This is an optimization exercise on Yosys and OpenROAD, whose aim is small area, a short achievable clock period and few clock cycles, not a production implementation.
In this exercise RTL edits were held to simulation tests only and were not proved equivalent to the original.

===== design/flow/run.sh =====
#!/bin/bash
# synth_recipe.tcl (not shown) runs the flow's synth.tcl, then flattens the netlist and writes it again
# the make line also repeats each setting of config.mk as NAME=value (left out here)
make -C /OpenROAD-flow-scripts/flow DESIGN_CONFIG=/design/flow/config.mk WORK_HOME=/design/flow/orfs CLKGATE_MAP_FILE= SYNTH_SCRIPT=/design/flow/synth_recipe.tcl finish

===== design/flow/constraint.sdc =====
create_clock -name core_clock -period 15.0 [get_ports {clk}]
set_input_delay 3.0000 -clock core_clock [delete_from_list [all_inputs] [get_ports {clk}]]
set_output_delay 3.0000 -clock core_clock [all_outputs]
set_load 0.01 [all_outputs]

===== design/flow/design.v =====
module cpuemu_core (
    input             clk,
    input             rst,         
    input      [15:0] prog_len,    
    output     [15:0] imem_addr,   
    input      [63:0] imem_data,   
    input      [5:0]  dbg_addr,    
    output reg [15:0] dbg_data,    
    output            done,        
    output     [1:0]  state,       
    output     [2:0]  fcode        
);
    localparam W    = 16;
    localparam NREG = 8;
    localparam NSTK = 16;
    localparam ST_READY   = 2'd0;
    localparam ST_RUNNING = 2'd1;
    localparam ST_HALTED  = 2'd2;
    localparam ST_FAULTED = 2'd3;
    localparam F_DIVZERO  = 3'd1;
    localparam F_OVERFLOW = 3'd2;
    localparam F_UNDERFLOW= 3'd3;
    localparam F_BADADDR  = 3'd4;
    localparam F_BADSHIFT = 3'd5;
    localparam OP_NOP  = 6'd0,  OP_MOV  = 6'd1,  OP_PUSH = 6'd2,  OP_POP  = 6'd3;
    localparam OP_CALL = 6'd4,  OP_RET  = 6'd5,  OP_ADD  = 6'd6,  OP_SUB  = 6'd7;
    localparam OP_MUL  = 6'd8,  OP_DIV  = 6'd9,  OP_INC  = 6'd10, OP_DEC  = 6'd11;
    localparam OP_JMP  = 6'd12, OP_JZ   = 6'd13, OP_JNZ  = 6'd14, OP_JC   = 6'd15;
    localparam OP_JNC  = 6'd16, OP_JS   = 6'd17, OP_JNS  = 6'd18, OP_JG   = 6'd19;
    localparam OP_JGE  = 6'd20, OP_JL   = 6'd21, OP_JLE  = 6'd22, OP_CMP  = 6'd23;
    localparam OP_XOR  = 6'd24, OP_AND  = 6'd25, OP_OR   = 6'd26, OP_NOT  = 6'd27;
    localparam OP_SHL  = 6'd28, OP_SHR  = 6'd29, OP_ROL  = 6'd30, OP_ROR  = 6'd31;
    localparam S_FETCH  = 3'd0;
    localparam S_EXEC   = 3'd1;
    localparam S_DIV    = 3'd2;
    localparam S_DIVEND = 3'd3;
    localparam S_STOP   = 3'd4;
    reg [W-1:0] regs [0:NREG-1];
    reg [W-1:0] stk  [0:NSTK-1];
    reg [4:0]   sp;                  
    reg [W-1:0] pc;
    reg         fz, fc, fs, fo;
    reg [1:0]   st;
    reg [2:0]   fc_code;
    reg [W-1:0] fpc;
    reg [2:0]   cs;
    reg [5:0]   ir_opc;
    reg         ir_s, ir_ka, ir_kb;
    reg [7:0]   ir_ra, ir_rb;
    reg [W-1:0] ir_ia, ir_ib;
    reg [W-1:0] dv_q;        
    reg [W-1:0] dv_r;        
    reg [W-1:0] dv_d;        
    reg         dv_neg;      
    reg         dv_ovf;      
    reg [4:0]   dv_cnt;
    assign imem_addr = pc;
    assign done      = (st == ST_HALTED) || (st == ST_FAULTED);
    assign state     = st;
    assign fcode     = fc_code;
    function [W-1:0] reg_read;
        input [7:0] code;
        begin
            case (code)
                8'd254:  reg_read = pc;
                8'd255:  reg_read = {11'd0, sp};
                default: reg_read = regs[code[2:0]];
            endcase
        end
    endfunction
    wire [W-1:0] a_val = ir_ka ? ir_ia : reg_read(ir_ra);
    wire [W-1:0] b_val = ir_kb ? ir_ib : reg_read(ir_rb);
    wire [2:0]   dst   = ir_ra[2:0];
    wire [W-1:0] tgt   = ir_ia;
    wire [W-1:0] stk_top = stk[sp - 5'd1];
    function addr_ok;
        input [W-1:0] t;
        begin
            addr_ok = !t[W-1] && (t < prog_len);
        end
    endfunction
    wire [W-1:0] one = {{(W-1){1'b0}}, 1'b1};
    wire [W-1:0] arith_b = (ir_opc == OP_INC || ir_opc == OP_DEC) ? one : b_val;
    wire [W:0]   add_full = {1'b0, a_val} + {1'b0, arith_b};
    wire [W-1:0] add_res  = add_full[W-1:0];
    wire         add_c    = add_full[W];
    wire         add_o    = (a_val[W-1] == arith_b[W-1]) && (add_res[W-1] != a_val[W-1]);
    wire [W-1:0] sub_res  = a_val - arith_b;
    wire         sub_c    = a_val < arith_b;
    wire         sub_o    = (a_val[W-1] != arith_b[W-1]) && (sub_res[W-1] != a_val[W-1]);
    wire [2*W-1:0]        umul = a_val * b_val;
    wire signed [2*W-1:0] smul = $signed(a_val) * $signed(b_val);
    wire [W-1:0] mul_res  = umul[W-1:0];
    wire         mul_c    = |umul[2*W-1:W];
    wire         mul_o    = (smul[2*W-1:W-1] != {(W+1){1'b0}}) &&
                            (smul[2*W-1:W-1] != {(W+1){1'b1}});
    wire         shamt_ok = !ir_ib[W-1] && (ir_ib >= 16'd1) && (ir_ib <= 16'd15);
    wire [3:0]   shamt    = ir_ib[3:0];
    wire [W-1:0] shl_res  = a_val << shamt;
    wire [W-1:0] shr_res  = a_val >> shamt;
    wire [2*W-1:0] rol_tmp = {a_val, a_val} << shamt;
    wire [2*W-1:0] ror_tmp = {a_val, a_val} >> shamt;
    wire [W-1:0] rol_res  = rol_tmp[2*W-1:W];
    wire [W-1:0] ror_res  = ror_tmp[W-1:0];
    reg jcond;
    always @(*) begin
        case (ir_opc)
            OP_JMP:  jcond = 1'b1;
            OP_JZ:   jcond = fz;
            OP_JNZ:  jcond = !fz;
            OP_JC:   jcond = fc;
            OP_JNC:  jcond = !fc;
            OP_JS:   jcond = fs;
            OP_JNS:  jcond = !fs;
            OP_JG:   jcond = !fz && !fs;
            OP_JGE:  jcond = fz || !fs;
            OP_JL:   jcond = !fz && fs;
            OP_JLE:  jcond = fz || fs;
            default: jcond = 1'b0;
        endcase
    end
    wire [W:0]   dv_shift = {dv_r, dv_q[W-1]};
    wire [W:0]   dv_trial = dv_shift - {1'b0, dv_d};
    wire         dv_fit   = !dv_trial[W];
    wire [W-1:0] dv_quot  = dv_neg ? (~dv_q + one) : dv_q;
    always @(*) begin
        dbg_data = {W{1'b0}};
        if (dbg_addr[5:4] == 2'b01)
            dbg_data = stk[dbg_addr[3:0]];
        else if (dbg_addr[5:3] == 3'b000)
            dbg_data = regs[dbg_addr[2:0]];
        else begin
            case (dbg_addr)
                6'd8:    dbg_data = pc;
                6'd9:    dbg_data = {11'd0, sp};
                6'd10:   dbg_data = {12'd0, fz, fc, fs, fo};
                6'd11:   dbg_data = fpc;
                default: dbg_data = {W{1'b0}};
            endcase
        end
    end
    integer i;
    always @(posedge clk) begin
        if (rst) begin
            for (i = 0; i < NREG; i = i + 1)
                regs[i] <= {W{1'b0}};
            sp      <= 5'd0;
            pc      <= {W{1'b0}};
            fz      <= 1'b0;
            fc      <= 1'b0;
            fs      <= 1'b0;
            fo      <= 1'b0;
            st      <= ST_READY;
            fc_code <= 3'd0;
            fpc     <= {W{1'b0}};
            cs      <= S_FETCH;
        end else begin
            case (cs)
                S_FETCH: begin
                    st <= ST_RUNNING;
                    if (pc[W-1]) begin
                        st      <= ST_FAULTED;
                        fc_code <= F_BADADDR;
                        fpc     <= pc;
                        cs      <= S_STOP;
                    end else if (pc >= prog_len) begin
                        st <= ST_HALTED;
                        cs <= S_STOP;
                    end else begin
                        ir_opc <= imem_data[5:0];
                        ir_s   <= imem_data[6];
                        ir_ka  <= imem_data[7];
                        ir_kb  <= imem_data[8];
                        ir_ra  <= imem_data[23:16];
                        ir_rb  <= imem_data[31:24];
                        ir_ia  <= imem_data[47:32];
                        ir_ib  <= imem_data[63:48];
                        cs     <= S_EXEC;
                    end
                end
                S_EXEC: begin
                    cs <= S_FETCH;
                    case (ir_opc)
                        OP_NOP: pc <= pc + one;
                        OP_MOV: begin
                            regs[dst] <= b_val;
                            pc <= pc + one;
                        end
                        OP_PUSH: begin
                            if (sp == NSTK) begin
                                st <= ST_FAULTED; fc_code <= F_OVERFLOW; fpc <= pc; cs <= S_STOP;
                            end else begin
                                stk[sp[3:0]] <= a_val;
                                sp <= sp + 5'd1;
                                pc <= pc + one;
                            end
                        end
                        OP_POP: begin
                            if (sp == 5'd0) begin
                                st <= ST_FAULTED; fc_code <= F_UNDERFLOW; fpc <= pc; cs <= S_STOP;
                            end else begin
                                regs[dst] <= stk_top;
                                sp <= sp - 5'd1;
                                pc <= pc + one;
                            end
                        end
                        OP_CALL: begin
                            if (!addr_ok(tgt)) begin
                                st <= ST_FAULTED; fc_code <= F_BADADDR; fpc <= pc; cs <= S_STOP;
                            end else if (sp == NSTK) begin
                                st <= ST_FAULTED; fc_code <= F_OVERFLOW; fpc <= pc; cs <= S_STOP;
                            end else begin
                                stk[sp[3:0]] <= pc + one;
                                sp <= sp + 5'd1;
                                pc <= tgt;
                            end
                        end
                        OP_RET: begin
                            if (sp == 5'd0) begin
                                st <= ST_FAULTED; fc_code <= F_UNDERFLOW; fpc <= pc; cs <= S_STOP;
                            end else if (!addr_ok(stk_top)) begin
                                st <= ST_FAULTED; fc_code <= F_BADADDR; fpc <= pc; cs <= S_STOP;
                            end else begin
                                sp <= sp - 5'd1;
                                pc <= stk_top;
                            end
                        end
                        OP_ADD, OP_INC: begin
                            regs[dst] <= add_res;
                            if (ir_s) begin
                                fz <= (add_res == {W{1'b0}}); fc <= add_c;
                                fs <= add_res[W-1];           fo <= add_o;
                            end
                            pc <= pc + one;
                        end
                        OP_SUB, OP_DEC: begin
                            regs[dst] <= sub_res;
                            if (ir_s) begin
                                fz <= (sub_res == {W{1'b0}}); fc <= sub_c;
                                fs <= sub_res[W-1];           fo <= sub_o;
                            end
                            pc <= pc + one;
                        end
                        OP_MUL: begin
                            regs[dst] <= mul_res;
                            if (ir_s) begin
                                fz <= (mul_res == {W{1'b0}}); fc <= mul_c;
                                fs <= mul_res[W-1];           fo <= mul_o;
                            end
                            pc <= pc + one;
                        end
                        OP_DIV: begin
                            if (b_val == {W{1'b0}}) begin
                                st <= ST_FAULTED; fc_code <= F_DIVZERO; fpc <= pc; cs <= S_STOP;
                            end else begin
                                dv_q   <= a_val[W-1] ? (~a_val + one) : a_val;
                                dv_d   <= b_val[W-1] ? (~b_val + one) : b_val;
                                dv_r   <= {W{1'b0}};
                                dv_neg <= a_val[W-1] ^ b_val[W-1];
                                dv_ovf <= (a_val == {1'b1, {(W-1){1'b0}}}) && (b_val == {W{1'b1}});
                                dv_cnt <= 5'd0;
                                cs     <= S_DIV;
                            end
                        end
                        OP_JMP, OP_JZ, OP_JNZ, OP_JC, OP_JNC, OP_JS,
                        OP_JNS, OP_JG, OP_JGE, OP_JL, OP_JLE: begin
                            if (!jcond) begin
                                pc <= pc + one;
                            end else if (!addr_ok(tgt)) begin
                                st <= ST_FAULTED; fc_code <= F_BADADDR; fpc <= pc; cs <= S_STOP;
                            end else begin
                                pc <= tgt;
                            end
                        end
                        OP_CMP: begin
                            fz <= (sub_res == {W{1'b0}}); fc <= sub_c;
                            fs <= sub_res[W-1];           fo <= sub_o;
                            pc <= pc + one;
                        end
                        OP_XOR: begin regs[dst] <= a_val ^ b_val; pc <= pc + one; end
                        OP_AND: begin regs[dst] <= a_val & b_val; pc <= pc + one; end
                        OP_OR:  begin regs[dst] <= a_val | b_val; pc <= pc + one; end
                        OP_NOT: begin regs[dst] <= ~a_val;        pc <= pc + one; end
                        OP_SHL, OP_SHR, OP_ROL, OP_ROR: begin
                            if (!shamt_ok) begin
                                st <= ST_FAULTED; fc_code <= F_BADSHIFT; fpc <= pc; cs <= S_STOP;
                            end else begin
                                case (ir_opc)
                                    OP_SHL:  regs[dst] <= shl_res;
                                    OP_SHR:  regs[dst] <= shr_res;
                                    OP_ROL:  regs[dst] <= rol_res;
                                    default: regs[dst] <= ror_res;
                                endcase
                                pc <= pc + one;
                            end
                        end
                        default: pc <= pc + one;
                    endcase
                end
                S_DIV: begin
                    if (dv_fit) dv_r <= dv_trial[W-1:0];
                    else        dv_r <= dv_shift[W-1:0];
                    dv_q   <= {dv_q[W-2:0], dv_fit};
                    dv_cnt <= dv_cnt + 5'd1;
                    if (dv_cnt == 5'd15)
                        cs <= S_DIVEND;
                end
                S_DIVEND: begin
                    regs[dst] <= dv_quot;
                    if (ir_s) begin
                        fz <= (dv_quot == {W{1'b0}}); fc <= 1'b0;
                        fs <= dv_quot[W-1];           fo <= dv_ovf;
                    end
                    pc <= pc + one;
                    cs <= S_FETCH;
                end
                default: cs <= S_STOP;    
            endcase
        end
    end
endmodule

===== design/flow/config.mk =====
export PLATFORM = sky130hd
export DESIGN_NAME = cpuemu_core
export DESIGN_NICKNAME = cpuemu_core
export VERILOG_FILES = /design/flow/design.v
export SDC_FILE = /design/flow/constraint.sdc
export NUM_CORES = 4
export LEC_CHECK = 0
export CAP_MARGIN = 20
export CORE_MARGIN = 2
export CORE_UTILIZATION = 40
export SLEW_MARGIN = 20

==> summary.txt <==
Outcome = timing/DRC/antenna clean
Area grow syn2layout = 10.8%
Non-filler cells, final = 6,538
Largest net degree at the start of global routing = 67
Top-count cell post-synth = nor2_1
CORE AREA = 0.126 sq mm
Ports = 126
# rows = 130
Worst path slowest cell = inv_1
Per-cell routed wire length = 28.9 microns
Final Max Tran Viols = 0
Final core utilization = 44.8%
Layout cells sized above 1 = 13.3%
CP Capture Type = flop
Vias = 40,900
Average size of a mapped cell = 10.6 sq um
DRC viols = 0
RSZ-0062 raised after global routing = false
Largest stage delay, worst path = 960 ps
Tmin final = 11,210 ps
Worst Hold Class = flop to flop
HP Start = fpc[0]
1st-iter DRT viols = 5,100
HPWL after DPL = 134,000 microns
Top FF cell, synth = edfxtp_1
Synth unique cells = 96
CTS resizes = 0
Hold path cells = 2
Cts hold-fix bufs = 0
Clock Skew = 32.7 ps
# setup viols final = 0
CP dominant cell by count = fa_1
Post-Syn Nets = 5,545
Critical path arrival = 11,720 ps
Die Height = 361 microns
Sequential fraction of the synthesis area = 31.4%
Worst setup SP type = flop
Number of global-route vias before repair = 40,300
Initial antenna violation count = 9
Warnings, synthesis = 1
Final Hold Fails = 0
Htree depth = 2
Die width = 361 microns
Area of the mapped netlist = 0.0509 sq mm
PortBufs = 118
Longest Clk Path Bufs = 3
Synth top area cells = edfxtp_1 29%, fa_1 14%, mux4_2 12%
Critical Path RT = 15,510 ps
Reg clk slew, reported paths = 70 ps
Post-synth ARST share = 0%
Post-synth top area share = 29.3%
Clk sink count = 551
Clock Tree Root = clkbuf_16
Final ANT Viol Nets = 0
Min-Delay Endpoint = fpc[0]
First-pass GRT wire length = 274,000 microns
Aggregate global-route resource usage = 28.5%
Initial core utilization = 40.4%
Die ar. = 0.130 sq mm
CTS Buf Count = 59
Actual slew at the worst max-slew pin = 1290 ps
Final RePlAce weighted congestion = 1.02
Total iterations of the first detailed-routing run = 7
CTS tree = yes
Slew HR = 14.2%
Post-CTS setup buffer count = 0
Post-Route Setup TNS = 0 ps
Max frequency = 89.2 MHz
Most frequent cells after synthesis = 537 x nor2_1, 532 x inv_1, 496 x edfxtp_1
RR Endpoint = fo
Fillers = 11,800
Max_cap viols = 0
R2R cell count = 29
Clock latency (worst-skew pair) = 670 ps
Synthesized instance count = 4,798
R2R Setup Slk = 3790 ps
Grt ovf = 0
Placed cells = 6,419
Number of synthesized flops with an enable pin = 496
Seq cells post-synth = 551
CP max FO = 32
Vias per cell = 6.25
Total wire length = 189,000 microns
Synth area leader = edfxtp_1
Critical path class = flop to flop
Nets@finish = 5,584
Final period utilization = 74.7%
==> worst max-delay path, delay by kind of cell (launching register included) <==
family / cells / cell delay (ps)
buffers and inverters: 7 / 1910
multiplexers: 2 / 1080
adder cells (fa/ha/maj): 7 / 3310
flip-flops: 1 / 310
AND/OR/NAND/NOR: 3 / 900
AO/OA/AOI/OAI: 9 / 3270
XOR/XNOR: 1 / 220
==> worst max-delay path by stage <==
stage | slack (ps) | to
global placement | 4090 | fo
floorplan | 5370 | flop
finish | 3790 | fo
detailed placement | 3950 | fo
CTS | 3960 | fo
global route | 3410 | fo
==> cell families after synthesis <==
family / synth area share, %
AOI/OAI and AO/OA: 11.9
and+or+nand+nor: 11.3
xor gates and xnor gates: 2.55
DFF: 31.4
adders and majority gates: 21.6
buffers and inverters: 6.46
muxes: 14.8
==> area by class of cell <==
cell class / count / area (sq um) / share of cell area (%)
antenna: 3 / 7.51 / 0.0133
clock buffer: 74 / 1580 / 2.81
clock inverter: 35 / 409 / 0.726
inverter: 551 / 2070 / 3.67
multi-input combinational: 3394 / 31800 / 56.5
sequential: 551 / 16000 / 28.4
tap: 1650 / 2060 / 3.66
timing repair buffer: 280 / 2410 / 4.27
==> metal layers <==
metal	GRT usage, %	vias up	wire length [microns]
met4	15.3	4	11900
met2	43.5	2457	83000
met3	7.12	575	20600
met1	37.3	20500	73200
met5	0	-	30
li1	-	17300	-
==> stage by stage <==
step                      setup slack [ps]  area [sq um]  hold WS, ps
final                                 3790         56400          497
after global routing                  3410         56400          528
after CTS                             3960         56300          494
after detailed placement              3950         54300          483
after global placement                4090         54300          470
after floorplan                       5370         50900          443
==> cell usage in the layout (no fill, tap or decap), drive strengths merged, types with 28 or more instances in the layout <==
cell type / instances
buf: 164
o221ai: 28
mux2i: 133
xnor2: 110
o21a: 31
nand2b: 50
o21ai: 163
clkdlybuf4s50: 114
mux4: 263
clkbuf: 76
nand3: 60
fa: 368
o31ai: 28
a31oi: 36
a22oi: 33
edfxtp: 496
xor2: 36
nand2: 358
a211oi: 57
inv: 548
o211ai: 48
nor2: 538
clkinv: 28
a21oi: 222
ha: 291
a21o: 34
nand4: 29
dfxtp: 55
nor3: 62
==> flip-flops by register name (all words and copies together) (netlist names), 2 cells and up, named ones only <==
| name | count |
|---|---|
| st | 2 |
| dv_d | 16 |
| dv_cnt | 5 |
| dv_r | 16 |
| pc | 16 |
| ir_ia | 16 |
| ir_ra | 8 |
| regs | 128 |
| ir_opc | 6 |
| ir_ib | 16 |
| ir_rb | 8 |
| stk | 256 |
| cs | 3 |
| fc_code | 3 |
| dv_q | 16 |
| fpc | 16 |
| sp | 5 |
Testbench counts, summed over its fixed seeds: cycles 146,999.

port drivers added, routing unchanged:
How much do the figures lean on ideal ports? The routed layout below was timed once more, with nothing changed but the port constraints.
Step 1, drivers: a clkbuf_16 drives clk and a buf_2 each remaining input, both assumed.
Step 2, shift: input delay + t, output delay - t, t = (earliest + latest rising clock arrival at the registers) / 2. This alone moves slack from input paths to output paths.
Slacks: no drivers / after step 1 / after step 2; pairs: no drivers / after step 1.
t, ns: 0.724
setup slack, ns: 3.794 / 3.794 / 3.794
latest minus earliest clock arrival (ns): 0.033 / 0.033
pins driven straight from the clock port: 1
After both steps setup and hold are still met in this run. For this run, drivers alone change the setup slack by 0.000 ns; drivers and shift together by 0.000 ns.
